This design comes from an exercise in tuning for small area on the open sky130 flow, not from production work. No functional check of the RTL was part of any run shown here. Power is estimated from default activity; no workload was simulated.

[flow/config.mk]
export PLATFORM = sky130hd
export DESIGN_NAME = rc5_decoder
export DESIGN_NICKNAME = rc5_decoder
export VERILOG_FILES = /design/flow/design.v
export SDC_FILE = /design/flow/constraint.sdc
export NUM_CORES = 4
export LEC_CHECK = 0
export CAP_MARGIN = 20
export CORE_MARGIN = 2
export CORE_UTILIZATION = 40
export SLEW_MARGIN = 20
export SYNTH_HIERARCHICAL = 1
export SYNTH_MINIMUM_KEEP_SIZE = 0
[flow/constraint.sdc]
create_clock -name core_clock -period 8.0 [get_ports {clk}]
set_input_delay 1.6000 -clock core_clock [delete_from_list [all_inputs] [get_ports {clk}]]
set_output_delay 1.6000 -clock core_clock [all_outputs]
set_load 0.01 [all_outputs]
[flow/design.v]
module rc5_decoder (
    input  wire        clk,
    input  wire        rst,           
    input  wire        req_valid,
    input  wire [35:0] req,
    input  wire [31:0] LOW_BOUND,
    input  wire [31:0] HIGH_BOUND,
    output wire [16:0] rsp,
    output wire        available,
    output wire        evt_en,
    output wire        tick_clr
);
    reg        p1, p0;
    reg [13:0] sh;
    wire [31:0] ticks = req[31:0];
    wire [15:0] w     = req[15:0];
    wire        o2    = req[35];
    wire        o1    = req[34];
    wire        o0    = req[33];
    wire [32:0] lc, hc;
    assign lc[0] = 1'b1;
    assign hc[0] = 1'b0;
    genvar i;
    generate
        for (i = 0; i < 32; i = i + 1) begin : g_cmp
            if (i == 0) begin : g_first
                wire t_n;
                rc5_inv   u_ti (.a(ticks[0]), .y(t_n));
                rc5_nor2  u_lc (.a(t_n), .b(LOW_BOUND[0]),  .y(lc[1]));
                rc5_nand2 u_hc (.a(t_n), .b(HIGH_BOUND[0]), .y(hc[1]));
            end else if (i % 2 == 0) begin : g_even
                wire lb_n, hb_n, l_and, l_or, h_and, h_or;
                rc5_inv   u_li (.a(LOW_BOUND[i]),  .y(lb_n));
                rc5_inv   u_hi (.a(HIGH_BOUND[i]), .y(hb_n));
                rc5_nor2  u_la (.a(ticks[i]), .b(lb_n), .y(l_and));
                rc5_nand2 u_lo (.a(ticks[i]), .b(lb_n), .y(l_or));
                rc5_nor2  u_ha (.a(ticks[i]), .b(hb_n), .y(h_and));
                rc5_nand2 u_ho (.a(ticks[i]), .b(hb_n), .y(h_or));
                rc5_o21ai u_lc (.a1(l_and), .a2(lc[i]), .b1(l_or), .y(lc[i+1]));
                rc5_o21ai u_hc (.a1(h_and), .a2(hc[i]), .b1(h_or), .y(hc[i+1]));
            end else begin : g_odd
                wire t_n, l_nor, l_nand, h_nor, h_nand;
                rc5_inv   u_ti (.a(ticks[i]), .y(t_n));
                rc5_nor2  u_lo (.a(t_n), .b(LOW_BOUND[i]),  .y(l_nor));
                rc5_nand2 u_la (.a(t_n), .b(LOW_BOUND[i]),  .y(l_nand));
                rc5_nor2  u_ho (.a(t_n), .b(HIGH_BOUND[i]), .y(h_nor));
                rc5_nand2 u_ha (.a(t_n), .b(HIGH_BOUND[i]), .y(h_nand));
                rc5_o21ai u_lc (.a1(l_nor), .a2(lc[i]), .b1(l_nand), .y(lc[i+1]));
                rc5_o21ai u_hc (.a1(h_nor), .a2(hc[i]), .b1(h_nand), .y(hc[i+1]));
            end
        end
    endgenerate
    wire is_long;
    rc5_nor2b u_long (.a(lc[32]), .b(hc[32]), .y(is_long));
    wire en, x10, nd, deliver, arm_n;
    rc5_or2    u_en   (.a(p1), .b(p0), .y(en));                        
    rc5_xor2   u_x10  (.a(o1), .b(o0), .y(x10));
    rc5_nand3  u_nd   (.a(req_valid), .b(x10), .c(en), .y(nd));
    rc5_nor2   u_dlv  (.a(nd), .b(o2), .y(deliver));                   
    rc5_nor3   u_tclr (.a(nd), .b(o2), .c(rst), .y(tick_clr));         
    rc5_nand4b u_arm  (.a(o2), .b(req_valid), .c(o1), .d(o0), .y(arm_n));  
    wire eL, eP;
    rc5_mux2   u_el   (.s(o0), .a1(is_long), .a0(req[1]), .y(eL));
    rc5_mux2   u_ep   (.s(o0), .a1(req[32]), .a0(req[0]), .y(eP));
    wire nb, y_bad, p0_n, m_err, err, emit, d_a, d_b, done;
    rc5_xor2   u_nb   (.a(sh[0]), .b(p0), .y(nb));                     
    rc5_xnor2  u_ybad (.a(eP), .b(nb), .y(y_bad));                     
    rc5_inv    u_p0n  (.a(p0), .y(p0_n));
    rc5_maj3   u_merr (.a(eL), .b(sh[13]), .c(p0_n), .y(m_err));       
    rc5_or2    u_err  (.a(y_bad), .b(m_err), .y(err));
    rc5_or2    u_emit (.a(p0_n), .b(eL), .y(emit));
    rc5_nor2b  u_da   (.a(nb), .b(sh[12]), .y(d_a));                   
    rc5_and2   u_db   (.a(sh[0]), .b(sh[13]), .y(d_b));                
    rc5_mux2   u_done (.s(emit), .a1(d_a), .a0(d_b), .y(done));
    wire ed, p1_d, p1_m_n, z, p0_d, p0_m_n, p1_nx, p0_nx;
    rc5_or2    u_ed   (.a(err), .b(done), .y(ed));
    rc5_nand2  u_p1d  (.a(p1), .b(ed), .y(p1_d));                      
    rc5_mux2i  u_p1m  (.s(deliver), .a1(p1_d), .a0(p1), .y(p1_m_n));
    rc5_nor3b  u_p1n  (.a(rst), .b(p1_m_n), .c(arm_n), .y(p1_nx));
    rc5_nor2b  u_z    (.a(done), .b(emit), .y(z));                     
    rc5_or3b   u_p0d  (.a(err), .b(z), .c(p1), .y(p0_d));              
    rc5_mux2i  u_p0m  (.s(deliver), .a1(p0_d), .a0(p0), .y(p0_m_n));
    rc5_a21oi  u_p0n2 (.a1(arm_n), .a2(p0_m_n), .b1(rst), .y(p0_nx));    
    wire p1_n, sft, hold, hold13, nbit;
    rc5_inv    u_p1n2 (.a(p1), .y(p1_n));
    rc5_and3   u_sft  (.a(deliver), .b(p1), .c(emit), .y(sft));
    rc5_o21ai  u_hold (.a1(p1_n), .a2(emit), .b1(deliver), .y(hold));    
    rc5_nor2b  u_h13  (.a(rst), .b(hold), .y(hold13));                 
    rc5_or2    u_nbit (.a(p1_n), .b(nb), .y(nbit));                    
    wire [13:0] sh_nx;
    genvar k;
    generate
        for (k = 1; k < 13; k = k + 1) begin : g_sh
            rc5_a22o u_sh (.a1(sft), .a2(sh[k-1]), .b1(hold), .b2(sh[k]), .y(sh_nx[k]));
        end
    endgenerate
    rc5_mux2 u_sh0  (.s(hold), .a1(sh[0]), .a0(nbit), .y(sh_nx[0]));
    rc5_a22o u_sh13 (.a1(sft), .a2(sh[12]), .b1(hold13), .b2(sh[13]), .y(sh_nx[13]));
    always @(posedge clk) begin
        p1 <= p1_nx;
        p0 <= p0_nx;
        sh <= sh_nx;
    end
    wire g_n, g, avail, avail_n, take, xcmd, xtog, xaddr;
    rc5_nand3b u_gn   (.a(rst), .b(req_valid), .c(o2), .y(g_n));       
    rc5_inv    u_g    (.a(g_n), .y(g));
    rc5_nor2b  u_av   (.a(en), .b(sh[13]), .y(avail));
    rc5_nand2b u_avn  (.a(en), .b(sh[13]), .y(avail_n));
    rc5_nor4   u_take (.a(o1), .b(o0), .c(g_n), .d(avail_n), .y(take));
    rc5_and3b  u_xc   (.a(o1), .b(g), .c(o0), .y(xcmd));
    rc5_and3b  u_xt   (.a(o0), .b(g), .c(o1), .y(xtog));
    rc5_and3   u_xa   (.a(g), .b(o1), .c(o0), .y(xaddr));
    assign available = avail;
    assign evt_en    = en;
    rc5_o31a   u_r16  (.a1(o1), .a2(o0), .a3(avail), .b1(g), .y(rsp[16]));
    assign rsp[15:14] = 2'b00;
    generate
        for (k = 6; k < 14; k = k + 1) begin : g_rw
            rc5_and2 u_r (.a(take), .b(sh[k]), .y(rsp[k]));
        end
        for (k = 1; k < 5; k = k + 1) begin : g_rc
            wire r_n;
            rc5_a222oi u_r (.a1(take), .a2(sh[k]), .b1(xcmd), .b2(w[k]), .c1(xaddr), .c2(w[k+6]), .y(r_n));
            rc5_inv    u_i (.a(r_n), .y(rsp[k]));
        end
    endgenerate
    rc5_a22o   u_r5  (.a1(take), .a2(sh[5]), .b1(xcmd), .b2(w[5]), .y(rsp[5]));
    wire r0_a, r0_b;
    rc5_a22oi  u_r0a (.a1(take), .a2(sh[0]), .b1(xcmd), .b2(w[0]), .y(r0_a));
    rc5_a22oi  u_r0b (.a1(xtog), .a2(w[11]), .b1(xaddr), .b2(w[6]), .y(r0_b));
    rc5_nand2  u_r0  (.a(r0_a), .b(r0_b), .y(rsp[0]));
endmodule
module rc5_inv    (input wire a, output wire y);                          assign y = ~a;                  endmodule
module rc5_nand2  (input wire a, input wire b, output wire y);            assign y = ~(a & b);            endmodule
module rc5_nor2   (input wire a, input wire b, output wire y);            assign y = ~(a | b);            endmodule
module rc5_and2   (input wire a, input wire b, output wire y);            assign y = a & b;               endmodule
module rc5_or2    (input wire a, input wire b, output wire y);            assign y = a | b;               endmodule
module rc5_xor2   (input wire a, input wire b, output wire y);            assign y = a ^ b;               endmodule
module rc5_xnor2  (input wire a, input wire b, output wire y);            assign y = ~(a ^ b);            endmodule
module rc5_nor2b  (input wire a, input wire b, output wire y);            assign y = ~a & b;              endmodule
module rc5_nand2b (input wire a, input wire b, output wire y);            assign y = a | ~b;              endmodule
module rc5_nand3  (input wire a, input wire b, input wire c, output wire y); assign y = ~(a & b & c);     endmodule
module rc5_nor3   (input wire a, input wire b, input wire c, output wire y); assign y = ~(a | b | c);     endmodule
module rc5_and3   (input wire a, input wire b, input wire c, output wire y); assign y = a & b & c;        endmodule
module rc5_and3b  (input wire a, input wire b, input wire c, output wire y); assign y = ~a & b & c;       endmodule
module rc5_nand3b (input wire a, input wire b, input wire c, output wire y); assign y = ~(~a & b & c);    endmodule
module rc5_nor3b  (input wire a, input wire b, input wire c, output wire y); assign y = ~a & ~b & c;      endmodule
module rc5_or3b   (input wire a, input wire b, input wire c, output wire y); assign y = a | b | ~c;       endmodule
module rc5_maj3   (input wire a, input wire b, input wire c, output wire y); assign y = (a & b) | (c & (a | b)); endmodule
module rc5_nor4   (input wire a, input wire b, input wire c, input wire d, output wire y); assign y = ~(a | b | c | d); endmodule
module rc5_nand4b (input wire a, input wire b, input wire c, input wire d, output wire y); assign y = ~(~a & b & c & d); endmodule
module rc5_mux2   (input wire s, input wire a1, input wire a0, output wire y); assign y = s ? a1 : a0;     endmodule
module rc5_mux2i  (input wire s, input wire a1, input wire a0, output wire y); assign y = ~(s ? a1 : a0);  endmodule
module rc5_o21ai  (input wire a1, input wire a2, input wire b1, output wire y); assign y = ~((a1 | a2) & b1); endmodule
module rc5_a21oi  (input wire a1, input wire a2, input wire b1, output wire y); assign y = ~((a1 & a2) | b1); endmodule
module rc5_o31a   (input wire a1, input wire a2, input wire a3, input wire b1, output wire y);
    assign y = (a1 | a2 | a3) & b1;
endmodule
module rc5_a22o   (input wire a1, input wire a2, input wire b1, input wire b2, output wire y);
    assign y = (a1 & a2) | (b1 & b2);
endmodule
module rc5_a22oi  (input wire a1, input wire a2, input wire b1, input wire b2, output wire y);
    assign y = ~((a1 & a2) | (b1 & b2));
endmodule
module rc5_a222oi (input wire a1, input wire a2, input wire b1, input wire b2,
                   input wire c1, input wire c2, output wire y);
    assign y = ~((a1 & a2) | (b1 & b2) | (c1 & c2));
endmodule
[flow/flow/run.sh]
#!/bin/bash
# The standard layout (standard.sh, standard synthesis script), with:
#  * DONT_USE_CELLS: the platform's list plus the larger drive strengths of
#    the logic cells (flow/dont_use.txt), so that synthesis maps the
#    single-gate modules of the RTL to the smallest cells;
#  * port buffers of the smallest buffer cell (buf_1) instead of the cell
#    buffer_ports picks by default;
#  * a clock tree of clkbuf_4 cells, one sink cluster and no dummy loads.
# The whole output of the flow goes to standard_flow.log; ORFS keeps each
# step's log under orfs/logs/.
set -euo pipefail
here=$(cd "$(dirname "$0")" && pwd)
DONT_USE=$(cat "$here/dont_use.txt")
CTS="-sink_clustering_enable -repair_clock_nets -dont_use_dummy_load"
CTS="$CTS -buf_list sky130_fd_sc_hd__clkbuf_4 -root_buf sky130_fd_sc_hd__clkbuf_4"
CTS="$CTS -sink_clustering_buffer sky130_fd_sc_hd__clkbuf_4"
CTS="$CTS -sink_clustering_size 30 -sink_clustering_max_diameter 300"
bash standard.sh "DONT_USE_CELLS=$DONT_USE" \
    "BUFFER_PORTS_ARGS=-buffer_cell sky130_fd_sc_hd__buf_1" \
    "CTS_ARGS=$CTS" finish > standard_flow.log 2>&1
[flow/flow/dont_use.txt]
sky130_fd_sc_hd__probe_p_8 sky130_fd_sc_hd__probec_p_8 sky130_fd_sc_hd__lpflow_bleeder_1 sky130_fd_sc_hd__lpflow_bleeder_1 sky130_fd_sc_hd__lpflow_clkbufkapwr_1 sky130_fd_sc_hd__lpflow_clkbufkapwr_16 sky130_fd_sc_hd__lpflow_clkbufkapwr_2 sky130_fd_sc_hd__lpflow_clkbufkapwr_4 sky130_fd_sc_hd__lpflow_clkbufkapwr_8 sky130_fd_sc_hd__lpflow_clkinvkapwr_1 sky130_fd_sc_hd__lpflow_clkinvkapwr_16 sky130_fd_sc_hd__lpflow_clkinvkapwr_2 sky130_fd_sc_hd__lpflow_clkinvkapwr_4 sky130_fd_sc_hd__lpflow_clkinvkapwr_8 sky130_fd_sc_hd__lpflow_decapkapwr_12 sky130_fd_sc_hd__lpflow_decapkapwr_3 sky130_fd_sc_hd__lpflow_decapkapwr_4 sky130_fd_sc_hd__lpflow_decapkapwr_6 sky130_fd_sc_hd__lpflow_decapkapwr_8 sky130_fd_sc_hd__lpflow_inputiso0n_1 sky130_fd_sc_hd__lpflow_inputiso0p_1 sky130_fd_sc_hd__lpflow_inputiso1n_1 sky130_fd_sc_hd__lpflow_inputiso1p_1 sky130_fd_sc_hd__lpflow_inputisolatch_1 sky130_fd_sc_hd__lpflow_isobufsrc_1 sky130_fd_sc_hd__lpflow_isobufsrc_16 sky130_fd_sc_hd__lpflow_isobufsrc_2 sky130_fd_sc_hd__lpflow_isobufsrc_4 sky130_fd_sc_hd__lpflow_isobufsrc_8 sky130_fd_sc_hd__lpflow_isobufsrckapwr_16 sky130_fd_sc_hd__lpflow_lsbuf_lh_hl_isowell_tap_1 sky130_fd_sc_hd__lpflow_lsbuf_lh_hl_isowell_tap_2 sky130_fd_sc_hd__lpflow_lsbuf_lh_hl_isowell_tap_4 sky130_fd_sc_hd__lpflow_lsbuf_lh_isowell_4 sky130_fd_sc_hd__lpflow_lsbuf_lh_isowell_tap_1 sky130_fd_sc_hd__lpflow_lsbuf_lh_isowell_tap_2 sky130_fd_sc_hd__lpflow_lsbuf_lh_isowell_tap_4  sky130_fd_sc_hd__a2111o_2 sky130_fd_sc_hd__a2111o_4 sky130_fd_sc_hd__a2111oi_2 sky130_fd_sc_hd__a2111oi_4 sky130_fd_sc_hd__a211o_2 sky130_fd_sc_hd__a211o_4 sky130_fd_sc_hd__a211oi_2 sky130_fd_sc_hd__a211oi_4 sky130_fd_sc_hd__a21bo_2 sky130_fd_sc_hd__a21bo_4 sky130_fd_sc_hd__a21boi_2 sky130_fd_sc_hd__a21boi_4 sky130_fd_sc_hd__a21o_2 sky130_fd_sc_hd__a21o_4 sky130_fd_sc_hd__a21oi_2 sky130_fd_sc_hd__a21oi_4 sky130_fd_sc_hd__a221o_2 sky130_fd_sc_hd__a221o_4 sky130_fd_sc_hd__a221oi_2 sky130_fd_sc_hd__a221oi_4 sky130_fd_sc_hd__a22o_2 sky130_fd_sc_hd__a22o_4 sky130_fd_sc_hd__a22oi_2 sky130_fd_sc_hd__a22oi_4 sky130_fd_sc_hd__a2bb2o_2 sky130_fd_sc_hd__a2bb2o_4 sky130_fd_sc_hd__a2bb2oi_2 sky130_fd_sc_hd__a2bb2oi_4 sky130_fd_sc_hd__a311o_2 sky130_fd_sc_hd__a311o_4 sky130_fd_sc_hd__a311oi_2 sky130_fd_sc_hd__a311oi_4 sky130_fd_sc_hd__a31o_2 sky130_fd_sc_hd__a31o_4 sky130_fd_sc_hd__a31oi_2 sky130_fd_sc_hd__a31oi_4 sky130_fd_sc_hd__a32o_2 sky130_fd_sc_hd__a32o_4 sky130_fd_sc_hd__a32oi_2 sky130_fd_sc_hd__a32oi_4 sky130_fd_sc_hd__a41o_2 sky130_fd_sc_hd__a41o_4 sky130_fd_sc_hd__a41oi_2 sky130_fd_sc_hd__a41oi_4 sky130_fd_sc_hd__and2_2 sky130_fd_sc_hd__and2_4 sky130_fd_sc_hd__and2b_2 sky130_fd_sc_hd__and2b_4 sky130_fd_sc_hd__and3_2 sky130_fd_sc_hd__and3_4 sky130_fd_sc_hd__and3b_2 sky130_fd_sc_hd__and3b_4 sky130_fd_sc_hd__and4_2 sky130_fd_sc_hd__and4_4 sky130_fd_sc_hd__and4b_2 sky130_fd_sc_hd__and4b_4 sky130_fd_sc_hd__and4bb_2 sky130_fd_sc_hd__and4bb_4 sky130_fd_sc_hd__dfbbn_2 sky130_fd_sc_hd__dfrbp_2 sky130_fd_sc_hd__dfrtp_2 sky130_fd_sc_hd__dfrtp_4 sky130_fd_sc_hd__dfsbp_2 sky130_fd_sc_hd__dfstp_2 sky130_fd_sc_hd__dfstp_4 sky130_fd_sc_hd__dlclkp_2 sky130_fd_sc_hd__dlclkp_4 sky130_fd_sc_hd__dlrbn_2 sky130_fd_sc_hd__dlrbp_2 sky130_fd_sc_hd__dlrtn_2 sky130_fd_sc_hd__dlrtn_4 sky130_fd_sc_hd__dlrtp_2 sky130_fd_sc_hd__dlrtp_4 sky130_fd_sc_hd__dlxbn_2 sky130_fd_sc_hd__dlxtn_2 sky130_fd_sc_hd__dlxtn_4 sky130_fd_sc_hd__ebufn_2 sky130_fd_sc_hd__ebufn_4 sky130_fd_sc_hd__ebufn_8 sky130_fd_sc_hd__einvn_2 sky130_fd_sc_hd__einvn_4 sky130_fd_sc_hd__einvn_8 sky130_fd_sc_hd__einvp_2 sky130_fd_sc_hd__einvp_4 sky130_fd_sc_hd__einvp_8 sky130_fd_sc_hd__fa_2 sky130_fd_sc_hd__fa_4 sky130_fd_sc_hd__ha_2 sky130_fd_sc_hd__ha_4 sky130_fd_sc_hd__inv_12 sky130_fd_sc_hd__inv_16 sky130_fd_sc_hd__inv_2 sky130_fd_sc_hd__inv_4 sky130_fd_sc_hd__inv_6 sky130_fd_sc_hd__inv_8 sky130_fd_sc_hd__maj3_2 sky130_fd_sc_hd__maj3_4 sky130_fd_sc_hd__mux2_2 sky130_fd_sc_hd__mux2_4 sky130_fd_sc_hd__mux2_8 sky130_fd_sc_hd__mux2i_2 sky130_fd_sc_hd__mux2i_4 sky130_fd_sc_hd__mux4_2 sky130_fd_sc_hd__mux4_4 sky130_fd_sc_hd__nand2_2 sky130_fd_sc_hd__nand2_4 sky130_fd_sc_hd__nand2_8 sky130_fd_sc_hd__nand2b_2 sky130_fd_sc_hd__nand2b_4 sky130_fd_sc_hd__nand3_2 sky130_fd_sc_hd__nand3_4 sky130_fd_sc_hd__nand3b_2 sky130_fd_sc_hd__nand3b_4 sky130_fd_sc_hd__nand4_2 sky130_fd_sc_hd__nand4_4 sky130_fd_sc_hd__nand4b_2 sky130_fd_sc_hd__nand4b_4 sky130_fd_sc_hd__nand4bb_2 sky130_fd_sc_hd__nand4bb_4 sky130_fd_sc_hd__nor2_2 sky130_fd_sc_hd__nor2_4 sky130_fd_sc_hd__nor2_8 sky130_fd_sc_hd__nor2b_2 sky130_fd_sc_hd__nor2b_4 sky130_fd_sc_hd__nor3_2 sky130_fd_sc_hd__nor3_4 sky130_fd_sc_hd__nor3b_2 sky130_fd_sc_hd__nor3b_4 sky130_fd_sc_hd__nor4_2 sky130_fd_sc_hd__nor4_4 sky130_fd_sc_hd__nor4b_2 sky130_fd_sc_hd__nor4b_4 sky130_fd_sc_hd__nor4bb_2 sky130_fd_sc_hd__nor4bb_4 sky130_fd_sc_hd__o2111a_2 sky130_fd_sc_hd__o2111a_4 sky130_fd_sc_hd__o2111ai_2 sky130_fd_sc_hd__o2111ai_4 sky130_fd_sc_hd__o211a_2 sky130_fd_sc_hd__o211a_4 sky130_fd_sc_hd__o211ai_2 sky130_fd_sc_hd__o211ai_4 sky130_fd_sc_hd__o21a_2 sky130_fd_sc_hd__o21a_4 sky130_fd_sc_hd__o21ai_2 sky130_fd_sc_hd__o21ai_4 sky130_fd_sc_hd__o21ba_2 sky130_fd_sc_hd__o21ba_4 sky130_fd_sc_hd__o21bai_2 sky130_fd_sc_hd__o21bai_4 sky130_fd_sc_hd__o221a_2 sky130_fd_sc_hd__o221a_4 sky130_fd_sc_hd__o221ai_2 sky130_fd_sc_hd__o221ai_4 sky130_fd_sc_hd__o22a_2 sky130_fd_sc_hd__o22a_4 sky130_fd_sc_hd__o22ai_2 sky130_fd_sc_hd__o22ai_4 sky130_fd_sc_hd__o2bb2a_2 sky130_fd_sc_hd__o2bb2a_4 sky130_fd_sc_hd__o2bb2ai_2 sky130_fd_sc_hd__o2bb2ai_4 sky130_fd_sc_hd__o311a_2 sky130_fd_sc_hd__o311a_4 sky130_fd_sc_hd__o311ai_2 sky130_fd_sc_hd__o311ai_4 sky130_fd_sc_hd__o31a_2 sky130_fd_sc_hd__o31a_4 sky130_fd_sc_hd__o31ai_2 sky130_fd_sc_hd__o31ai_4 sky130_fd_sc_hd__o32a_2 sky130_fd_sc_hd__o32a_4 sky130_fd_sc_hd__o32ai_2 sky130_fd_sc_hd__o32ai_4 sky130_fd_sc_hd__o41a_2 sky130_fd_sc_hd__o41a_4 sky130_fd_sc_hd__o41ai_2 sky130_fd_sc_hd__o41ai_4 sky130_fd_sc_hd__or2_2 sky130_fd_sc_hd__or2_4 sky130_fd_sc_hd__or2b_2 sky130_fd_sc_hd__or2b_4 sky130_fd_sc_hd__or3_2 sky130_fd_sc_hd__or3_4 sky130_fd_sc_hd__or3b_2 sky130_fd_sc_hd__or3b_4 sky130_fd_sc_hd__or4_2 sky130_fd_sc_hd__or4_4 sky130_fd_sc_hd__or4b_2 sky130_fd_sc_hd__or4b_4 sky130_fd_sc_hd__or4bb_2 sky130_fd_sc_hd__or4bb_4 sky130_fd_sc_hd__sdfbbn_2 sky130_fd_sc_hd__sdfrbp_2 sky130_fd_sc_hd__sdfrtp_2 sky130_fd_sc_hd__sdfrtp_4 sky130_fd_sc_hd__sdfsbp_2 sky130_fd_sc_hd__sdfstp_2 sky130_fd_sc_hd__sdfstp_4 sky130_fd_sc_hd__sdfxbp_2 sky130_fd_sc_hd__sdfxtp_2 sky130_fd_sc_hd__sdfxtp_4 sky130_fd_sc_hd__sdlclkp_2 sky130_fd_sc_hd__sdlclkp_4 sky130_fd_sc_hd__sedfxbp_2 sky130_fd_sc_hd__sedfxtp_2 sky130_fd_sc_hd__sedfxtp_4 sky130_fd_sc_hd__xnor2_2 sky130_fd_sc_hd__xnor2_4 sky130_fd_sc_hd__xnor3_2 sky130_fd_sc_hd__xnor3_4 sky130_fd_sc_hd__xor2_2 sky130_fd_sc_hd__xor2_4 sky130_fd_sc_hd__xor3_2 sky130_fd_sc_hd__xor3_4
[flow/standard.sh]
#!/bin/bash
# synth_recipe.tcl (not shown) runs the flow's synth.tcl, then flattens the netlist and writes it again
# the make line also repeats each setting of config.mk as NAME=value (left out here)
make -C /OpenROAD-flow-scripts/flow DESIGN_CONFIG=/design/flow/config.mk WORK_HOME=/design/flow/orfs CLKGATE_MAP_FILE= SYNTH_SCRIPT=/design/flow/synth_recipe.tcl "${@:-finish}"
==> results_dict.tcl, run 1 <==
set metrics [dict create \
    cts_hold_buf 0 \
    report.final.slew_viol_count 0 \
    final_core_util_pct 54.3 \
    r2r_slack_ps 6220 \
    clkSinkCount 16 \
    hpwl_um 4610 \
    tightestPinTransition_ps 512 \
    rows 24 \
    run_status "no timing/DRC/antenna violations" \
    drt_first_pass_iters 5 \
    htree_levels 1 \
    die_area_mm2 0.00515 \
    synth_warnings 7 \
    max_slew_margin_pct 65.9 \
    ys_seq_elements 16 \
    reg2reg_from "p1" \
    gp_congestion 0.799 \
    drc 0 \
    yosysSeqAreaShare_pct 17.4 \
    crit_cells 41 \
    hold_class "reg2reg" \
    finalSetupViolations 0 \
    yosys-top-cells-count "65 x nand2_1, 64 x nor2_1, 63 x o21ai_1" \
    die_h_um 71.8 \
    cp-start-kind "input port" \
    totalWireLength_um 5440 \
    async_reset_ff_share_pct 0 \
    clk_latency_ps 280 \
    vias 2397 \
    synth_top_area_cell "dfxtp_1" \
    slowest_delay_ps 340 \
    hold_path_startpoint "sh[11]" \
    grt_overflow 0 \
    grt_use_total_pct 21.0 \
    power_density_mw_per_mm2 88.1 \
    crit_end "p0" \
    r2r-end "sh[13]" \
    drtIter0Drc 151 \
    nNetsFinal 557 \
    grt_max_degree 15 \
    synth.most_common_cell "nand2_1" \
    ys_top_cells_by_area "dfxtp_1 17%, o21ai_1 17%, nand2_1 13%" \
    routed_via_density 4.76 \
    ir_drop_mv 0.112 \
    synthCells 328 \
    antenna_found_initial 0 \
    hold_viol 0 \
    cts_buffers 3 \
    post-route-period-util_pct 85.3 \
    num_antenna_cells 0 \
    wl_per_cell_um 10.8 \
    synth_area_mm2 0.00184 \
    worstPathMaxFanout 4 \
    ios 123 \
    dpl_cell_area_mm2 0.00236 \
    coreArea_mm2 0.00438 \
    area_growth_pct 29.5 \
    end_kind "register" \
    grt_pass1_wl_um 9000 \
    drive_above_1_share_pct 1.11 \
    start_util_pct 41.9 \
    maxCapViolCount 0 \
    synth_flop_cell "dfxtp_1" \
    fin_tns_setup_ps 0 \
    required_ps 8150 \
    skew_ps 17.3 \
    path_delay_family "compound AO/OA/AOI/OAI gates" \
    fin_total_pwr_uw 210 \
    clk_path_buf_depth 2 \
    r2r_cells 5 \
    crit_type "in2reg" \
    portBuffers 120 \
    die_x_um 71.8 \
    cts_setup_buffers 0 \
    synth-edff-count 0 \
    cp_common_cell "o21ai_1" \
    synth.distinct_cells 30 \
    cts.reportedPaths.clkPinSlew_ps 70 \
    rsz0062_at_grt "no" \
    antenna_left 0 \
    worst_ep_arrival_time_ps 6980 \
    root_buffer "clkbuf_4" \
    tritoncts "done" \
    critPathSlowestCell "or3b_1" \
    startpoint "req[1]" \
    fmax_mhz 147 \
    p_leak_uw 0.00113 \
    synth.top_cell.area_share_pct 17.4 \
    critPathBufInv 2 \
    stdcell_area_mm2 0.00238 \
    cts-resized-gates 0 \
    synth.avg_cell_area_um2 5.60 \
    grt_pass1_vias 2089 \
    min_period_ps 6820 \
]
[metrics by stage]
stage / setup slack, ps / hold WS, ps / instances
detailed placement: 869 / 475 / 501
floorplan: 1670 / 454 / 329
global route: 402 / 530 / 504
finish: 1180 / 503 / 504
global placement: 850 / 480 / 501
CTS: 1120 / 508 / 504
[worst register-to-register path: cells and delay by family (launching register included)]
kind             cells  cell delay [ps]
AND/OR/NAND/NOR      4             1110
AO/OA/AOI/OAI        1              220
flip-flops           1              400
[cells in the final DEF (no fill, tap or decap), types with 2 or more instances in the layout]
cell type | netlist | layout
buf_1 | 0 | 120
nand2_1 | 65 | 65
nor2_1 | 64 | 64
o21ai_1 | 63 | 63
inv_1 | 54 | 54
dfxtp_1 | 16 | 16
a22o_1 | 14 | 14
and2_1 | 9 | 9
nor2b_1 | 5 | 5
or2_1 | 5 | 5
a222oi_1 | 4 | 4
mux2_1 | 4 | 4
clkbuf_4 | 0 | 3
conb_1 | 1 | 2
xor2_1 | 2 | 2
mux2i_1 | 2 | 2
a22oi_1 | 2 | 2
and3_1 | 2 | 2
and3b_1 | 2 | 2
buf_4 | 2 | 2
[area by class of cell]
class                   count  area (um^2)
multi-input cells         257         1300
fillers                   499         2000
clock buffers               3         22.5
well taps                  52         65.1
repair buffers            122          465
inverters                  54          203
flip-flops and latches     16          320
[report_power, final]
part | switching, uW | leakage [uW] | total, uW | internal [uW]
clock network | 21.9 | 0.0000138 | 39.3 | 17.4
logic | 47.4 | 0.000988 | 86.2 | 38.8
registers | 2.50 | 0.000129 | 84.1 | 81.6
[worst min path at each step]
| stage | end | depth (start not counted) |
|---|---|---|
| detailed placement | sh[6] | 1 |
| global placement | sh[7] | 1 |
| floorplan | sh[10] | 1 |
| finish | sh[11] | 1 |
| global route | sh[6] | 1 |
| CTS | sh[7] | 1 |
[metal layers]
layer | vias up | GRT usage, % | share of wire [%]
li1 | 1316 | - | -
met1 | 1004 | 28.1 | 46
met2 | 73 | 36.9 | 46
met3 | 4 | 1.55 | 6.5
met4 | 0 | 4.40 | 0.70
met5 | - | 0 | 0
[state kept, by name, summed over array words and instances, names as in the netlist]
signal  cells
p0          1
sh         14
p1          1
[cell families after synthesis]
kind of cell               after synthesis  synth area share (%)
buffers and inverters                   56                  11.8
xor gates and xnor gates                 3                  1.43
muxes                                    6                  3.54
other                                    1                 0.204
and+or+nand+nor                        160                  37.4
AOI/OAI and AO/OA                       85                  27.6
DFF                                     16                  17.4
adders and majority gates                1                 0.545
[Yosys stat by module (local to each module, per instance), a selection]
| module | cell area (um^2) | times used | cells inside |
|---|---|---|---|
| rc5_nor3 | 5.00 | 1 | 1 |
| rc5_mux2i | 10.0 | 2 | 1 |
| rc5_nand2 | 3.75 | 65 | 1 |
| rc5_nor3b | 7.51 | 1 | 1 |
| rc5_nand4b | 8.76 | 1 | 1 |
| rc5_a22oi | 7.51 | 2 | 1 |
| rc5_inv | 3.75 | 54 | 1 |
| rc5_and3 | 6.26 | 2 | 1 |
| rc5_or2 | 6.26 | 5 | 1 |
| rc5_xnor2 | 8.76 | 1 | 1 |
| rc5_nor2b | 6.26 | 5 | 1 |
| rc5_mux2 | 11.3 | 4 | 1 |
| rc5_xor2 | 8.76 | 2 | 1 |
| rc5_a222oi | 10.0 | 4 | 1 |
| rc5_and2 | 6.26 | 9 | 1 |
| rc5_decoder | 339 | 1 | 19 |
==> run 2, diff against run 1 <==
--- a/flow/design.v
+++ b/flow/design.v
@@ -17,47 +17,260 @@
     wire        o2    = req[35];
     wire        o1    = req[34];
     wire        o0    = req[33];
-    wire [32:0] lc, hc;
-    assign lc[0] = 1'b1;
-    assign hc[0] = 1'b0;
-    genvar i;
-    generate
-        for (i = 0; i < 32; i = i + 1) begin : g_cmp
-            if (i == 0) begin : g_first
-                wire t_n;
-                rc5_inv   u_ti (.a(ticks[0]), .y(t_n));
-                rc5_nor2  u_lc (.a(t_n), .b(LOW_BOUND[0]),  .y(lc[1]));
-                rc5_nand2 u_hc (.a(t_n), .b(HIGH_BOUND[0]), .y(hc[1]));
-            end else if (i % 2 == 0) begin : g_even
-                wire lb_n, hb_n, l_and, l_or, h_and, h_or;
-                rc5_inv   u_li (.a(LOW_BOUND[i]),  .y(lb_n));
-                rc5_inv   u_hi (.a(HIGH_BOUND[i]), .y(hb_n));
-                rc5_nor2  u_la (.a(ticks[i]), .b(lb_n), .y(l_and));
-                rc5_nand2 u_lo (.a(ticks[i]), .b(lb_n), .y(l_or));
-                rc5_nor2  u_ha (.a(ticks[i]), .b(hb_n), .y(h_and));
-                rc5_nand2 u_ho (.a(ticks[i]), .b(hb_n), .y(h_or));
-                rc5_o21ai u_lc (.a1(l_and), .a2(lc[i]), .b1(l_or), .y(lc[i+1]));
-                rc5_o21ai u_hc (.a1(h_and), .a2(hc[i]), .b1(h_or), .y(hc[i+1]));
-            end else begin : g_odd
-                wire t_n, l_nor, l_nand, h_nor, h_nand;
-                rc5_inv   u_ti (.a(ticks[i]), .y(t_n));
-                rc5_nor2  u_lo (.a(t_n), .b(LOW_BOUND[i]),  .y(l_nor));
-                rc5_nand2 u_la (.a(t_n), .b(LOW_BOUND[i]),  .y(l_nand));
-                rc5_nor2  u_ho (.a(t_n), .b(HIGH_BOUND[i]), .y(h_nor));
-                rc5_nand2 u_ha (.a(t_n), .b(HIGH_BOUND[i]), .y(h_nand));
-                rc5_o21ai u_lc (.a1(l_nor), .a2(lc[i]), .b1(l_nand), .y(lc[i+1]));
-                rc5_o21ai u_hc (.a1(h_nor), .a2(hc[i]), .b1(h_nand), .y(hc[i+1]));
-            end
-        end
-    endgenerate
+    wire [32:1] lc, hc;
+    wire t_n0;
+    rc5_inv   u_ti0 (.a(ticks[0]), .y(t_n0));
+    rc5_nor2  u_lc0 (.a(t_n0), .b(LOW_BOUND[0]), .y(lc[1]));    
+    rc5_nand2 u_hc0 (.a(t_n0), .b(HIGH_BOUND[0]), .y(hc[1]));    
+    wire t_n1, l_nor1, l_nand1, h_nor1, h_nand1;
+    rc5_inv   u_ti1 (.a(ticks[1]), .y(t_n1));
+    rc5_nor2  u_lo1 (.a(t_n1), .b(LOW_BOUND[1]), .y(l_nor1));
+    rc5_nand2 u_la1 (.a(t_n1), .b(LOW_BOUND[1]), .y(l_nand1));
+    rc5_nor2  u_ho1 (.a(t_n1), .b(HIGH_BOUND[1]), .y(h_nor1));
+    rc5_nand2 u_ha1 (.a(t_n1), .b(HIGH_BOUND[1]), .y(h_nand1));
+    rc5_o21ai u_lc1 (.a1(l_nor1), .a2(lc[1]), .b1(l_nand1), .y(lc[2]));
+    rc5_o21ai u_hc1 (.a1(h_nor1), .a2(hc[1]), .b1(h_nand1), .y(hc[2]));
+    wire t_n2;
+    rc5_inv   u_ti2 (.a(ticks[2]), .y(t_n2));
+    rc5_maj3  u_lc2 (.a(t_n2), .b(LOW_BOUND[2]), .c(lc[2]), .y(lc[3]));
+    rc5_maj3  u_hc2 (.a(t_n2), .b(HIGH_BOUND[2]), .c(hc[2]), .y(hc[3]));
+    wire t_n3;
+    rc5_inv   u_ti3 (.a(ticks[3]), .y(t_n3));
+    rc5_maj3  u_lc3 (.a(t_n3), .b(LOW_BOUND[3]), .c(lc[3]), .y(lc[4]));
+    rc5_maj3  u_hc3 (.a(t_n3), .b(HIGH_BOUND[3]), .c(hc[3]), .y(hc[4]));
+    wire t_n4;
+    rc5_inv   u_ti4 (.a(ticks[4]), .y(t_n4));
+    rc5_maj3  u_lc4 (.a(t_n4), .b(LOW_BOUND[4]), .c(lc[4]), .y(lc[5]));
+    rc5_maj3  u_hc4 (.a(t_n4), .b(HIGH_BOUND[4]), .c(hc[4]), .y(hc[5]));
+    wire t_n5;
+    rc5_inv   u_ti5 (.a(ticks[5]), .y(t_n5));
+    rc5_maj3  u_lc5 (.a(t_n5), .b(LOW_BOUND[5]), .c(lc[5]), .y(lc[6]));
+    rc5_maj3  u_hc5 (.a(t_n5), .b(HIGH_BOUND[5]), .c(hc[5]), .y(hc[6]));
+    wire t_n6;
+    rc5_inv   u_ti6 (.a(ticks[6]), .y(t_n6));
+    rc5_maj3  u_lc6 (.a(t_n6), .b(LOW_BOUND[6]), .c(lc[6]), .y(lc[7]));
+    rc5_maj3  u_hc6 (.a(t_n6), .b(HIGH_BOUND[6]), .c(hc[6]), .y(hc[7]));
+    wire lb_n7, hb_n7, l_and7, l_or7, h_and7, h_or7;
+    rc5_inv   u_li7 (.a(LOW_BOUND[7]), .y(lb_n7));
+    rc5_inv   u_hi7 (.a(HIGH_BOUND[7]), .y(hb_n7));
+    rc5_nor2  u_la7 (.a(ticks[7]), .b(lb_n7), .y(l_and7));
+    rc5_nand2 u_lo7 (.a(ticks[7]), .b(lb_n7), .y(l_or7));
+    rc5_nor2  u_ha7 (.a(ticks[7]), .b(hb_n7), .y(h_and7));
+    rc5_nand2 u_ho7 (.a(ticks[7]), .b(hb_n7), .y(h_or7));
+    rc5_o21ai u_lc7 (.a1(l_and7), .a2(lc[7]), .b1(l_or7), .y(lc[8]));
+    rc5_o21ai u_hc7 (.a1(h_and7), .a2(hc[7]), .b1(h_or7), .y(hc[8]));
+    wire t_n8, l_nor8, l_nand8, h_nor8, h_nand8;
+    rc5_inv   u_ti8 (.a(ticks[8]), .y(t_n8));
+    rc5_nor2  u_lo8 (.a(t_n8), .b(LOW_BOUND[8]), .y(l_nor8));
+    rc5_nand2 u_la8 (.a(t_n8), .b(LOW_BOUND[8]), .y(l_nand8));
+    rc5_nor2  u_ho8 (.a(t_n8), .b(HIGH_BOUND[8]), .y(h_nor8));
+    rc5_nand2 u_ha8 (.a(t_n8), .b(HIGH_BOUND[8]), .y(h_nand8));
+    rc5_o21ai u_lc8 (.a1(l_nor8), .a2(lc[8]), .b1(l_nand8), .y(lc[9]));
+    rc5_o21ai u_hc8 (.a1(h_nor8), .a2(hc[8]), .b1(h_nand8), .y(hc[9]));
+    wire lb_n9, hb_n9, l_and9, l_or9, h_and9, h_or9;
+    rc5_inv   u_li9 (.a(LOW_BOUND[9]), .y(lb_n9));
+    rc5_inv   u_hi9 (.a(HIGH_BOUND[9]), .y(hb_n9));
+    rc5_nor2  u_la9 (.a(ticks[9]), .b(lb_n9), .y(l_and9));
+    rc5_nand2 u_lo9 (.a(ticks[9]), .b(lb_n9), .y(l_or9));
+    rc5_nor2  u_ha9 (.a(ticks[9]), .b(hb_n9), .y(h_and9));
+    rc5_nand2 u_ho9 (.a(ticks[9]), .b(hb_n9), .y(h_or9));
+    rc5_o21ai u_lc9 (.a1(l_and9), .a2(lc[9]), .b1(l_or9), .y(lc[10]));
+    rc5_o21ai u_hc9 (.a1(h_and9), .a2(hc[9]), .b1(h_or9), .y(hc[10]));
+    wire t_n10, l_nor10, l_nand10, h_nor10, h_nand10;
+    rc5_inv   u_ti10 (.a(ticks[10]), .y(t_n10));
+    rc5_nor2  u_lo10 (.a(t_n10), .b(LOW_BOUND[10]), .y(l_nor10));
+    rc5_nand2 u_la10 (.a(t_n10), .b(LOW_BOUND[10]), .y(l_nand10));
+    rc5_nor2  u_ho10 (.a(t_n10), .b(HIGH_BOUND[10]), .y(h_nor10));
+    rc5_nand2 u_ha10 (.a(t_n10), .b(HIGH_BOUND[10]), .y(h_nand10));
+    rc5_o21ai u_lc10 (.a1(l_nor10), .a2(lc[10]), .b1(l_nand10), .y(lc[11]));
+    rc5_o21ai u_hc10 (.a1(h_nor10), .a2(hc[10]), .b1(h_nand10), .y(hc[11]));
+    wire lb_n11, hb_n11, l_and11, l_or11, h_and11, h_or11;
+    rc5_inv   u_li11 (.a(LOW_BOUND[11]), .y(lb_n11));
+    rc5_inv   u_hi11 (.a(HIGH_BOUND[11]), .y(hb_n11));
+    rc5_nor2  u_la11 (.a(ticks[11]), .b(lb_n11), .y(l_and11));
+    rc5_nand2 u_lo11 (.a(ticks[11]), .b(lb_n11), .y(l_or11));
+    rc5_nor2  u_ha11 (.a(ticks[11]), .b(hb_n11), .y(h_and11));
+    rc5_nand2 u_ho11 (.a(ticks[11]), .b(hb_n11), .y(h_or11));
+    rc5_o21ai u_lc11 (.a1(l_and11), .a2(lc[11]), .b1(l_or11), .y(lc[12]));
+    rc5_o21ai u_hc11 (.a1(h_and11), .a2(hc[11]), .b1(h_or11), .y(hc[12]));
+    wire t_n12, l_nor12, l_nand12, h_nor12, h_nand12;
+    rc5_inv   u_ti12 (.a(ticks[12]), .y(t_n12));
+    rc5_nor2  u_lo12 (.a(t_n12), .b(LOW_BOUND[12]), .y(l_nor12));
+    rc5_nand2 u_la12 (.a(t_n12), .b(LOW_BOUND[12]), .y(l_nand12));
+    rc5_nor2  u_ho12 (.a(t_n12), .b(HIGH_BOUND[12]), .y(h_nor12));
+    rc5_nand2 u_ha12 (.a(t_n12), .b(HIGH_BOUND[12]), .y(h_nand12));
+    rc5_o21ai u_lc12 (.a1(l_nor12), .a2(lc[12]), .b1(l_nand12), .y(lc[13]));
+    rc5_o21ai u_hc12 (.a1(h_nor12), .a2(hc[12]), .b1(h_nand12), .y(hc[13]));
+    wire lb_n13, hb_n13, l_and13, l_or13, h_and13, h_or13;
+    rc5_inv   u_li13 (.a(LOW_BOUND[13]), .y(lb_n13));
+    rc5_inv   u_hi13 (.a(HIGH_BOUND[13]), .y(hb_n13));
+    rc5_nor2  u_la13 (.a(ticks[13]), .b(lb_n13), .y(l_and13));
+    rc5_nand2 u_lo13 (.a(ticks[13]), .b(lb_n13), .y(l_or13));
+    rc5_nor2  u_ha13 (.a(ticks[13]), .b(hb_n13), .y(h_and13));
+    rc5_nand2 u_ho13 (.a(ticks[13]), .b(hb_n13), .y(h_or13));
+    rc5_o21ai u_lc13 (.a1(l_and13), .a2(lc[13]), .b1(l_or13), .y(lc[14]));
+    rc5_o21ai u_hc13 (.a1(h_and13), .a2(hc[13]), .b1(h_or13), .y(hc[14]));
+    wire t_n14, l_nor14, l_nand14, h_nor14, h_nand14;
+    rc5_inv   u_ti14 (.a(ticks[14]), .y(t_n14));
+    rc5_nor2  u_lo14 (.a(t_n14), .b(LOW_BOUND[14]), .y(l_nor14));
+    rc5_nand2 u_la14 (.a(t_n14), .b(LOW_BOUND[14]), .y(l_nand14));
+    rc5_nor2  u_ho14 (.a(t_n14), .b(HIGH_BOUND[14]), .y(h_nor14));
+    rc5_nand2 u_ha14 (.a(t_n14), .b(HIGH_BOUND[14]), .y(h_nand14));
+    rc5_o21ai u_lc14 (.a1(l_nor14), .a2(lc[14]), .b1(l_nand14), .y(lc[15]));
+    rc5_o21ai u_hc14 (.a1(h_nor14), .a2(hc[14]), .b1(h_nand14), .y(hc[15]));
+    wire lb_n15, hb_n15, l_and15, l_or15, h_and15, h_or15;
+    rc5_inv   u_li15 (.a(LOW_BOUND[15]), .y(lb_n15));
+    rc5_inv   u_hi15 (.a(HIGH_BOUND[15]), .y(hb_n15));
+    rc5_nor2  u_la15 (.a(ticks[15]), .b(lb_n15), .y(l_and15));
+    rc5_nand2 u_lo15 (.a(ticks[15]), .b(lb_n15), .y(l_or15));
+    rc5_nor2  u_ha15 (.a(ticks[15]), .b(hb_n15), .y(h_and15));
+    rc5_nand2 u_ho15 (.a(ticks[15]), .b(hb_n15), .y(h_or15));
+    rc5_o21ai u_lc15 (.a1(l_and15), .a2(lc[15]), .b1(l_or15), .y(lc[16]));
+    rc5_o21ai u_hc15 (.a1(h_and15), .a2(hc[15]), .b1(h_or15), .y(hc[16]));
+    wire t_n16, l_nor16, l_nand16, h_nor16, h_nand16;
+    rc5_inv   u_ti16 (.a(ticks[16]), .y(t_n16));
+    rc5_nor2  u_lo16 (.a(t_n16), .b(LOW_BOUND[16]), .y(l_nor16));
+    rc5_nand2 u_la16 (.a(t_n16), .b(LOW_BOUND[16]), .y(l_nand16));
+    rc5_nor2  u_ho16 (.a(t_n16), .b(HIGH_BOUND[16]), .y(h_nor16));
+    rc5_nand2 u_ha16 (.a(t_n16), .b(HIGH_BOUND[16]), .y(h_nand16));
+    rc5_o21ai u_lc16 (.a1(l_nor16), .a2(lc[16]), .b1(l_nand16), .y(lc[17]));
+    rc5_o21ai u_hc16 (.a1(h_nor16), .a2(hc[16]), .b1(h_nand16), .y(hc[17]));
+    wire lb_n17, hb_n17, l_and17, l_or17, h_and17, h_or17;
+    rc5_inv   u_li17 (.a(LOW_BOUND[17]), .y(lb_n17));
+    rc5_inv   u_hi17 (.a(HIGH_BOUND[17]), .y(hb_n17));
+    rc5_nor2  u_la17 (.a(ticks[17]), .b(lb_n17), .y(l_and17));
+    rc5_nand2 u_lo17 (.a(ticks[17]), .b(lb_n17), .y(l_or17));
+    rc5_nor2  u_ha17 (.a(ticks[17]), .b(hb_n17), .y(h_and17));
+    rc5_nand2 u_ho17 (.a(ticks[17]), .b(hb_n17), .y(h_or17));
+    rc5_o21ai u_lc17 (.a1(l_and17), .a2(lc[17]), .b1(l_or17), .y(lc[18]));
+    rc5_o21ai u_hc17 (.a1(h_and17), .a2(hc[17]), .b1(h_or17), .y(hc[18]));
+    wire t_n18, l_nor18, l_nand18, h_nor18, h_nand18;
+    rc5_inv   u_ti18 (.a(ticks[18]), .y(t_n18));
+    rc5_nor2  u_lo18 (.a(t_n18), .b(LOW_BOUND[18]), .y(l_nor18));
+    rc5_nand2 u_la18 (.a(t_n18), .b(LOW_BOUND[18]), .y(l_nand18));
+    rc5_nor2  u_ho18 (.a(t_n18), .b(HIGH_BOUND[18]), .y(h_nor18));
+    rc5_nand2 u_ha18 (.a(t_n18), .b(HIGH_BOUND[18]), .y(h_nand18));
+    rc5_o21ai u_lc18 (.a1(l_nor18), .a2(lc[18]), .b1(l_nand18), .y(lc[19]));
+    rc5_o21ai u_hc18 (.a1(h_nor18), .a2(hc[18]), .b1(h_nand18), .y(hc[19]));
+    wire lb_n19, hb_n19, l_and19, l_or19, h_and19, h_or19;
+    rc5_inv   u_li19 (.a(LOW_BOUND[19]), .y(lb_n19));
+    rc5_inv   u_hi19 (.a(HIGH_BOUND[19]), .y(hb_n19));
+    rc5_nor2  u_la19 (.a(ticks[19]), .b(lb_n19), .y(l_and19));
+    rc5_nand2 u_lo19 (.a(ticks[19]), .b(lb_n19), .y(l_or19));
+    rc5_nor2  u_ha19 (.a(ticks[19]), .b(hb_n19), .y(h_and19));
+    rc5_nand2 u_ho19 (.a(ticks[19]), .b(hb_n19), .y(h_or19));
+    rc5_o21ai u_lc19 (.a1(l_and19), .a2(lc[19]), .b1(l_or19), .y(lc[20]));
+    rc5_o21ai u_hc19 (.a1(h_and19), .a2(hc[19]), .b1(h_or19), .y(hc[20]));
+    wire t_n20, l_nor20, l_nand20, h_nor20, h_nand20;
+    rc5_inv   u_ti20 (.a(ticks[20]), .y(t_n20));
+    rc5_nor2  u_lo20 (.a(t_n20), .b(LOW_BOUND[20]), .y(l_nor20));
+    rc5_nand2 u_la20 (.a(t_n20), .b(LOW_BOUND[20]), .y(l_nand20));
+    rc5_nor2  u_ho20 (.a(t_n20), .b(HIGH_BOUND[20]), .y(h_nor20));
+    rc5_nand2 u_ha20 (.a(t_n20), .b(HIGH_BOUND[20]), .y(h_nand20));
+    rc5_o21ai u_lc20 (.a1(l_nor20), .a2(lc[20]), .b1(l_nand20), .y(lc[21]));
+    rc5_o21ai u_hc20 (.a1(h_nor20), .a2(hc[20]), .b1(h_nand20), .y(hc[21]));
+    wire lb_n21, hb_n21, l_and21, l_or21, h_and21, h_or21;
+    rc5_inv   u_li21 (.a(LOW_BOUND[21]), .y(lb_n21));
+    rc5_inv   u_hi21 (.a(HIGH_BOUND[21]), .y(hb_n21));
+    rc5_nor2  u_la21 (.a(ticks[21]), .b(lb_n21), .y(l_and21));
+    rc5_nand2 u_lo21 (.a(ticks[21]), .b(lb_n21), .y(l_or21));
+    rc5_nor2  u_ha21 (.a(ticks[21]), .b(hb_n21), .y(h_and21));
+    rc5_nand2 u_ho21 (.a(ticks[21]), .b(hb_n21), .y(h_or21));
+    rc5_o21ai u_lc21 (.a1(l_and21), .a2(lc[21]), .b1(l_or21), .y(lc[22]));
+    rc5_o21ai u_hc21 (.a1(h_and21), .a2(hc[21]), .b1(h_or21), .y(hc[22]));
+    wire t_n22, l_nor22, l_nand22, h_nor22, h_nand22;
+    rc5_inv   u_ti22 (.a(ticks[22]), .y(t_n22));
+    rc5_nor2  u_lo22 (.a(t_n22), .b(LOW_BOUND[22]), .y(l_nor22));
+    rc5_nand2 u_la22 (.a(t_n22), .b(LOW_BOUND[22]), .y(l_nand22));
+    rc5_nor2  u_ho22 (.a(t_n22), .b(HIGH_BOUND[22]), .y(h_nor22));
+    rc5_nand2 u_ha22 (.a(t_n22), .b(HIGH_BOUND[22]), .y(h_nand22));
+    rc5_o21ai u_lc22 (.a1(l_nor22), .a2(lc[22]), .b1(l_nand22), .y(lc[23]));
+    rc5_o21ai u_hc22 (.a1(h_nor22), .a2(hc[22]), .b1(h_nand22), .y(hc[23]));
+    wire lb_n23, hb_n23, l_and23, l_or23, h_and23, h_or23;
+    rc5_inv   u_li23 (.a(LOW_BOUND[23]), .y(lb_n23));
+    rc5_inv   u_hi23 (.a(HIGH_BOUND[23]), .y(hb_n23));
+    rc5_nor2  u_la23 (.a(ticks[23]), .b(lb_n23), .y(l_and23));
+    rc5_nand2 u_lo23 (.a(ticks[23]), .b(lb_n23), .y(l_or23));
+    rc5_nor2  u_ha23 (.a(ticks[23]), .b(hb_n23), .y(h_and23));
+    rc5_nand2 u_ho23 (.a(ticks[23]), .b(hb_n23), .y(h_or23));
+    rc5_o21ai u_lc23 (.a1(l_and23), .a2(lc[23]), .b1(l_or23), .y(lc[24]));
+    rc5_o21ai u_hc23 (.a1(h_and23), .a2(hc[23]), .b1(h_or23), .y(hc[24]));
+    wire t_n24, l_nor24, l_nand24, h_nor24, h_nand24;
+    rc5_inv   u_ti24 (.a(ticks[24]), .y(t_n24));
+    rc5_nor2  u_lo24 (.a(t_n24), .b(LOW_BOUND[24]), .y(l_nor24));
+    rc5_nand2 u_la24 (.a(t_n24), .b(LOW_BOUND[24]), .y(l_nand24));
+    rc5_nor2  u_ho24 (.a(t_n24), .b(HIGH_BOUND[24]), .y(h_nor24));
+    rc5_nand2 u_ha24 (.a(t_n24), .b(HIGH_BOUND[24]), .y(h_nand24));
+    rc5_o21ai u_lc24 (.a1(l_nor24), .a2(lc[24]), .b1(l_nand24), .y(lc[25]));
+    rc5_o21ai u_hc24 (.a1(h_nor24), .a2(hc[24]), .b1(h_nand24), .y(hc[25]));
+    wire lb_n25, hb_n25, l_and25, l_or25, h_and25, h_or25;
+    rc5_inv   u_li25 (.a(LOW_BOUND[25]), .y(lb_n25));
+    rc5_inv   u_hi25 (.a(HIGH_BOUND[25]), .y(hb_n25));
+    rc5_nor2  u_la25 (.a(ticks[25]), .b(lb_n25), .y(l_and25));
+    rc5_nand2 u_lo25 (.a(ticks[25]), .b(lb_n25), .y(l_or25));
+    rc5_nor2  u_ha25 (.a(ticks[25]), .b(hb_n25), .y(h_and25));
+    rc5_nand2 u_ho25 (.a(ticks[25]), .b(hb_n25), .y(h_or25));
+    rc5_o21ai u_lc25 (.a1(l_and25), .a2(lc[25]), .b1(l_or25), .y(lc[26]));
+    rc5_o21ai u_hc25 (.a1(h_and25), .a2(hc[25]), .b1(h_or25), .y(hc[26]));
+    wire t_n26, l_nor26, l_nand26, h_nor26, h_nand26;
+    rc5_inv   u_ti26 (.a(ticks[26]), .y(t_n26));
+    rc5_nor2  u_lo26 (.a(t_n26), .b(LOW_BOUND[26]), .y(l_nor26));
+    rc5_nand2 u_la26 (.a(t_n26), .b(LOW_BOUND[26]), .y(l_nand26));
+    rc5_nor2  u_ho26 (.a(t_n26), .b(HIGH_BOUND[26]), .y(h_nor26));
+    rc5_nand2 u_ha26 (.a(t_n26), .b(HIGH_BOUND[26]), .y(h_nand26));
+    rc5_o21ai u_lc26 (.a1(l_nor26), .a2(lc[26]), .b1(l_nand26), .y(lc[27]));
+    rc5_o21ai u_hc26 (.a1(h_nor26), .a2(hc[26]), .b1(h_nand26), .y(hc[27]));
+    wire lb_n27, hb_n27, l_and27, l_or27, h_and27, h_or27;
+    rc5_inv   u_li27 (.a(LOW_BOUND[27]), .y(lb_n27));
+    rc5_inv   u_hi27 (.a(HIGH_BOUND[27]), .y(hb_n27));
+    rc5_nor2  u_la27 (.a(ticks[27]), .b(lb_n27), .y(l_and27));
+    rc5_nand2 u_lo27 (.a(ticks[27]), .b(lb_n27), .y(l_or27));
+    rc5_nor2  u_ha27 (.a(ticks[27]), .b(hb_n27), .y(h_and27));
+    rc5_nand2 u_ho27 (.a(ticks[27]), .b(hb_n27), .y(h_or27));
+    rc5_o21ai u_lc27 (.a1(l_and27), .a2(lc[27]), .b1(l_or27), .y(lc[28]));
+    rc5_o21ai u_hc27 (.a1(h_and27), .a2(hc[27]), .b1(h_or27), .y(hc[28]));
+    wire t_n28, l_nor28, l_nand28, h_nor28, h_nand28;
+    rc5_inv   u_ti28 (.a(ticks[28]), .y(t_n28));
+    rc5_nor2  u_lo28 (.a(t_n28), .b(LOW_BOUND[28]), .y(l_nor28));
+    rc5_nand2 u_la28 (.a(t_n28), .b(LOW_BOUND[28]), .y(l_nand28));
+    rc5_nor2  u_ho28 (.a(t_n28), .b(HIGH_BOUND[28]), .y(h_nor28));
+    rc5_nand2 u_ha28 (.a(t_n28), .b(HIGH_BOUND[28]), .y(h_nand28));
+    rc5_o21ai u_lc28 (.a1(l_nor28), .a2(lc[28]), .b1(l_nand28), .y(lc[29]));
+    rc5_o21ai u_hc28 (.a1(h_nor28), .a2(hc[28]), .b1(h_nand28), .y(hc[29]));
+    wire lb_n29, hb_n29, l_and29, l_or29, h_and29, h_or29;
+    rc5_inv   u_li29 (.a(LOW_BOUND[29]), .y(lb_n29));
+    rc5_inv   u_hi29 (.a(HIGH_BOUND[29]), .y(hb_n29));
+    rc5_nor2  u_la29 (.a(ticks[29]), .b(lb_n29), .y(l_and29));
+    rc5_nand2 u_lo29 (.a(ticks[29]), .b(lb_n29), .y(l_or29));
+    rc5_nor2  u_ha29 (.a(ticks[29]), .b(hb_n29), .y(h_and29));
+    rc5_nand2 u_ho29 (.a(ticks[29]), .b(hb_n29), .y(h_or29));
+    rc5_o21ai u_lc29 (.a1(l_and29), .a2(lc[29]), .b1(l_or29), .y(lc[30]));
+    rc5_o21ai u_hc29 (.a1(h_and29), .a2(hc[29]), .b1(h_or29), .y(hc[30]));
+    wire t_n30, l_nor30, l_nand30, h_nor30, h_nand30;
+    rc5_inv   u_ti30 (.a(ticks[30]), .y(t_n30));
+    rc5_nor2  u_lo30 (.a(t_n30), .b(LOW_BOUND[30]), .y(l_nor30));
+    rc5_nand2 u_la30 (.a(t_n30), .b(LOW_BOUND[30]), .y(l_nand30));
+    rc5_nor2  u_ho30 (.a(t_n30), .b(HIGH_BOUND[30]), .y(h_nor30));
+    rc5_nand2 u_ha30 (.a(t_n30), .b(HIGH_BOUND[30]), .y(h_nand30));
+    rc5_o21ai u_lc30 (.a1(l_nor30), .a2(lc[30]), .b1(l_nand30), .y(lc[31]));
+    rc5_o21ai u_hc30 (.a1(h_nor30), .a2(hc[30]), .b1(h_nand30), .y(hc[31]));
+    wire lb_n31, hb_n31, l_and31, l_or31, h_and31, h_or31;
+    rc5_inv   u_li31 (.a(LOW_BOUND[31]), .y(lb_n31));
+    rc5_inv   u_hi31 (.a(HIGH_BOUND[31]), .y(hb_n31));
+    rc5_nor2  u_la31 (.a(ticks[31]), .b(lb_n31), .y(l_and31));
+    rc5_nand2 u_lo31 (.a(ticks[31]), .b(lb_n31), .y(l_or31));
+    rc5_nor2  u_ha31 (.a(ticks[31]), .b(hb_n31), .y(h_and31));
+    rc5_nand2 u_ho31 (.a(ticks[31]), .b(hb_n31), .y(h_or31));
+    rc5_o21ai u_lc31 (.a1(l_and31), .a2(lc[31]), .b1(l_or31), .y(lc[32]));
+    rc5_o21ai u_hc31 (.a1(h_and31), .a2(hc[31]), .b1(h_or31), .y(hc[32]));
     wire is_long;
-    rc5_nor2b u_long (.a(lc[32]), .b(hc[32]), .y(is_long));
+    rc5_nor2b u_long (.a(hc[32]), .b(lc[32]), .y(is_long));    
     wire en, x10, nd, deliver, arm_n;
     rc5_or2    u_en   (.a(p1), .b(p0), .y(en));                        
     rc5_xor2   u_x10  (.a(o1), .b(o0), .y(x10));
     rc5_nand3  u_nd   (.a(req_valid), .b(x10), .c(en), .y(nd));
-    rc5_nor2   u_dlv  (.a(nd), .b(o2), .y(deliver));                   
-    rc5_nor3   u_tclr (.a(nd), .b(o2), .c(rst), .y(tick_clr));         
+    rc5_nor3   u_dlv  (.a(nd), .b(o2), .c(rst), .y(deliver));
+    assign tick_clr = deliver;
     rc5_nand4b u_arm  (.a(o2), .b(req_valid), .c(o1), .d(o0), .y(arm_n));  
     wire eL, eP;
     rc5_mux2   u_el   (.s(o0), .a1(is_long), .a0(req[1]), .y(eL));
==> run 2 against run 1 <==
  * Still clean
  * Register-to-register slack worse by 200 ps
  * Sequential power fell by 2%
  * Wire length is 1.5% lower
  * Via count fell by 3.7%
  * Die area is 1.9% lower
  * Total power decreased by 2.7%
  * Clock-buffer cell count did not move
  * Largest cell class unchanged
  * Largest power group is now sequential cells
==> results_dict.tcl, run 2 <==
set metrics [dict create \
    p_leak_uw 0.00110 \
    ios 123 \
    min_path_cells 1 \
    rows 24 \
    end_kind "register" \
    clk_path_buf_depth 2 \
    hold_viol 0 \
    cp_common_cell "o21ai_1" \
    clk_latency_ps 270 \
    wl_met2_um 2450 \
    drive_above_1_share_pct 2.54 \
    synth-edff-count 0 \
    critPathSlowestCell "maj3_1" \
    routed_via_density 4.76 \
    async_reset_ff_share_pct 0 \
    wl_met3_um 464 \
    fmax_mhz 134 \
    critPathBufInv 2 \
    htree_levels 1 \
    drtIter0Drc 116 \
    synth.most_common_cell "nand2_1" \
    totalWireLength_um 5360 \
    p_switching_uw 67.7 \
    pwr-share-comb_pct 40.3 \
    drt_first_pass_iters 7 \
    ys_top_cells_by_area "dfxtp_1 18%, o21ai_1 15%, nand2_1 11%" \
    min_to "sh[6]" \
    worst_ep_arrival_time_ps 7630 \
    portBuffers 120 \
    power_frac_clock_pct 19.3 \
    r2r_cells 5 \
    power_density_mw_per_mm2 85.7 \
    post_layout_nonfiller_instances 485 \
    root_buffer "clkbuf_4" \
    place_ws_ps 20.9 \
    required_ps 8160 \
    r2r-end "sh[12]" \
    worstPathMaxFanout 4 \
    die_x_um 71.1 \
    synth.top_cell.area_share_pct 17.8 \
    synth_flop_cell "dfxtp_1" \
    tightestPinTransition_ps 579 \
    hold_path_startpoint "sh[6]" \
    fin_ws_ps 522 \
    antenna_found_initial 0 \
    coreArea_mm2 0.00435 \
    synth.avg_cell_area_um2 5.91 \
    hold_class "reg2reg" \
    skew_ps 10.4 \
    top_layer_used "met4" \
    dpl.cell_count 480 \
    grt_pass1_vias 2000 \
    reg_top3 "sh (14), p0 (1), p1 (1)" \
    synth_area_mm2 0.00180 \
    layout_common_cells "119 x buf_1, 55 x nand2_1, 53 x nor2_1, 53 x o21ai_1, 51 x inv_1" \
    grt_overflow 0 \
    final_common_cell "buf_1" \
    largest_reg_flops 14 \
    reg2reg_from "p0" \
    run_status "no timing/DRC/antenna violations" \
    finalSetupViolations 0 \
    grt_pass1_wl_um 8540 \
    cts.reportedPaths.clkPinSlew_ps 90 \
    path_delay_family "compound AO/OA/AOI/OAI gates" \
    final_core_util_pct 54.7 \
    wl_per_cell_um 11.0 \
    gp_congestion 0.917 \
    num_antenna_cells 0 \
    yosysSeqAreaShare_pct 17.8 \
    synth_warnings 7 \
    grt_use_total_pct 20.1 \
    die_area_mm2 0.00506 \
    fin_tns_setup_ps 0 \
    ir_drop_mv 0.0789 \
    drc 0 \
    r2r_slack_ps 6020 \
    die_h_um 71.1 \
    max_slew_margin_pct 61.1 \
    area_growth_pct 32.1 \
    start_util_pct 41.4 \
    post-route-period-util_pct 93.5 \
    synth.distinct_cells 30 \
    tritoncts "done" \
    maxCapViolCount 0 \
    largest-register "sh" \
    synthCells 305 \
    cts_buffers 3 \
    slowest_delay_ps 370 \
    cp-start-kind "input port" \
    swShare_pct 33.2 \
    min_period_ps 7480 \
    nNetsFinal 538 \
    grt_max_degree 15 \
    crit_type "in2reg" \
    antenna_left 0 \
    p_seq_share_pct 40.4 \
    ys_seq_elements 16 \
    vias 2308 \
    clkSinkCount 16 \
    report.final.slew_viol_count 0 \
    synth_top_area_cell "dfxtp_1" \
    routedLengthMet1_um 2420 \
    yosys-top-cells-count "55 x nand2_1, 53 x nor2_1, 53 x o21ai_1" \
    hpwl_um 4510 \
    intPower_uw 136 \
    fillers 479 \
]
run 2: final cells by class:
class / instances / area, um^2 / area share, %
timing repair buffer: 126 / 497 / 20.9
tap: 52 / 65.1 / 2.73
inverter: 52 / 200 / 8.41
multi-input combinational: 236 / 1270 / 53.6
sequential: 16 / 320 / 13.5
clock buffer: 3 / 22.5 / 0.946
run 2: logic make-up after synthesis:
group,count (synthesis),synth area share [%]
AND/OR/NAND/NOR,139,33.8
other,1,0.208
buffers and inverters,54,11.7
AO/OA/AOI/OAI,75,25.3
adder cells (fa/ha/maj),11,6.11
multiplexers,6,3.61
XOR/XNOR,3,1.46
flip-flops,16,17.8
run 2: how the worst max path moves through the flow:
stage           start     to  slack, ps  cells past startpoint
6_report       req[1]     p0        520                     41
5_1_grt        req[1]     p1        -10                     42
4_1_cts        req[1]     p1        250                     42
3_5_place_dp   req[1]     p1         20                     42
3_3_place_gp   req[1]     p1          9                     42
2_1_floorplan  req[1]  sh[0]        420                     38
run 2: stage by stage:
stage,total power (uW),hold slack (ps),cell area [um^2]
6_report,204,502,2380
5_1_grt,223,528,2380
4_1_cts,206,501,2360
3_5_place_dp,166,477,2340
3_3_place_gp,166,479,2340
2_1_floorplan,134,454,1810
run 2: repair_timing:
action | in CTS | in global routing
setup endpoints to repair | 0 | 16
buffers inserted | 0 | 2
gates resized for setup | 0 | 4
hold buffers | 0 | 0
run 2: metal layers:
layer | up-vias | track usage (%)
met1 | 981 | 26.5
met5 | - | 0
li1 | 1256 | -
met3 | 4 | 3.28
met2 | 67 | 34.6
met4 | 0 | 4.40
run 2: modules after synthesis (local to each module, per instance), a selection:
module / area, um^2 / cells inside / flops+latches / times used
rc5_o31a: 8.76 / 1 / 0 / 1
rc5_a222oi: 10.0 / 1 / 0 / 4
rc5_or3b: 8.76 / 1 / 0 / 1
rc5_and3: 6.26 / 1 / 0 / 2
rc5_mux2: 11.3 / 1 / 0 / 4
rc5_decoder: 339 / 19 / 16 / 1
run 2: power groups by stage:
| stage | clock (uW) | sequential (uW) | combinational (uW) |
|---|---|---|---|
| global placement | 0 | 84.3 | 81.5 |
| CTS | 41.5 | 82.3 | 82.4 |
| global route | 45.5 | 82.5 | 94.6 |
| floorplan | 0 | 83.8 | 49.7 |
| finish | 39.3 | 82.3 | 82.2 |
| detailed placement | 0 | 84.2 | 81.5 |

## what the ideal ports hide
The flow's constraints put no driver on any port. The routed layouts listed below were extracted and timed again, unchanged, in two steps.
Step 1 (the two cells are an assumption about what drives the block):
set clk [get_ports {clk}]
set_driving_cell -lib_cell sky130_fd_sc_hd__clkbuf_16 $clk
set_driving_cell -lib_cell sky130_fd_sc_hd__buf_2 [delete_from_list [all_inputs] $clk]
Step 2 times the ports against the registers' clock, not the clock port: input delays grow and output delays shrink by t, the midpoint of the rising clock arrivals with the driver on.
a / b / c = ideal ports / drivers / drivers and shift; a / b = the first two.
run | shift t [ns] | setup slack, ns | worst slew at a driven data input, ns | pins driven straight from the clock port
run 1 | 0.292 | 1.178 / 1.167 / 0.875 | 0.05 | 1
run 2 | 0.285 | 0.522 / 0.506 / 0.220 | 0.08 | 1
After both steps setup and hold are still met in every run listed. The setup slack of run 1, which loses most, moves by -0.011 ns with the drivers and by -0.303 ns with both steps.
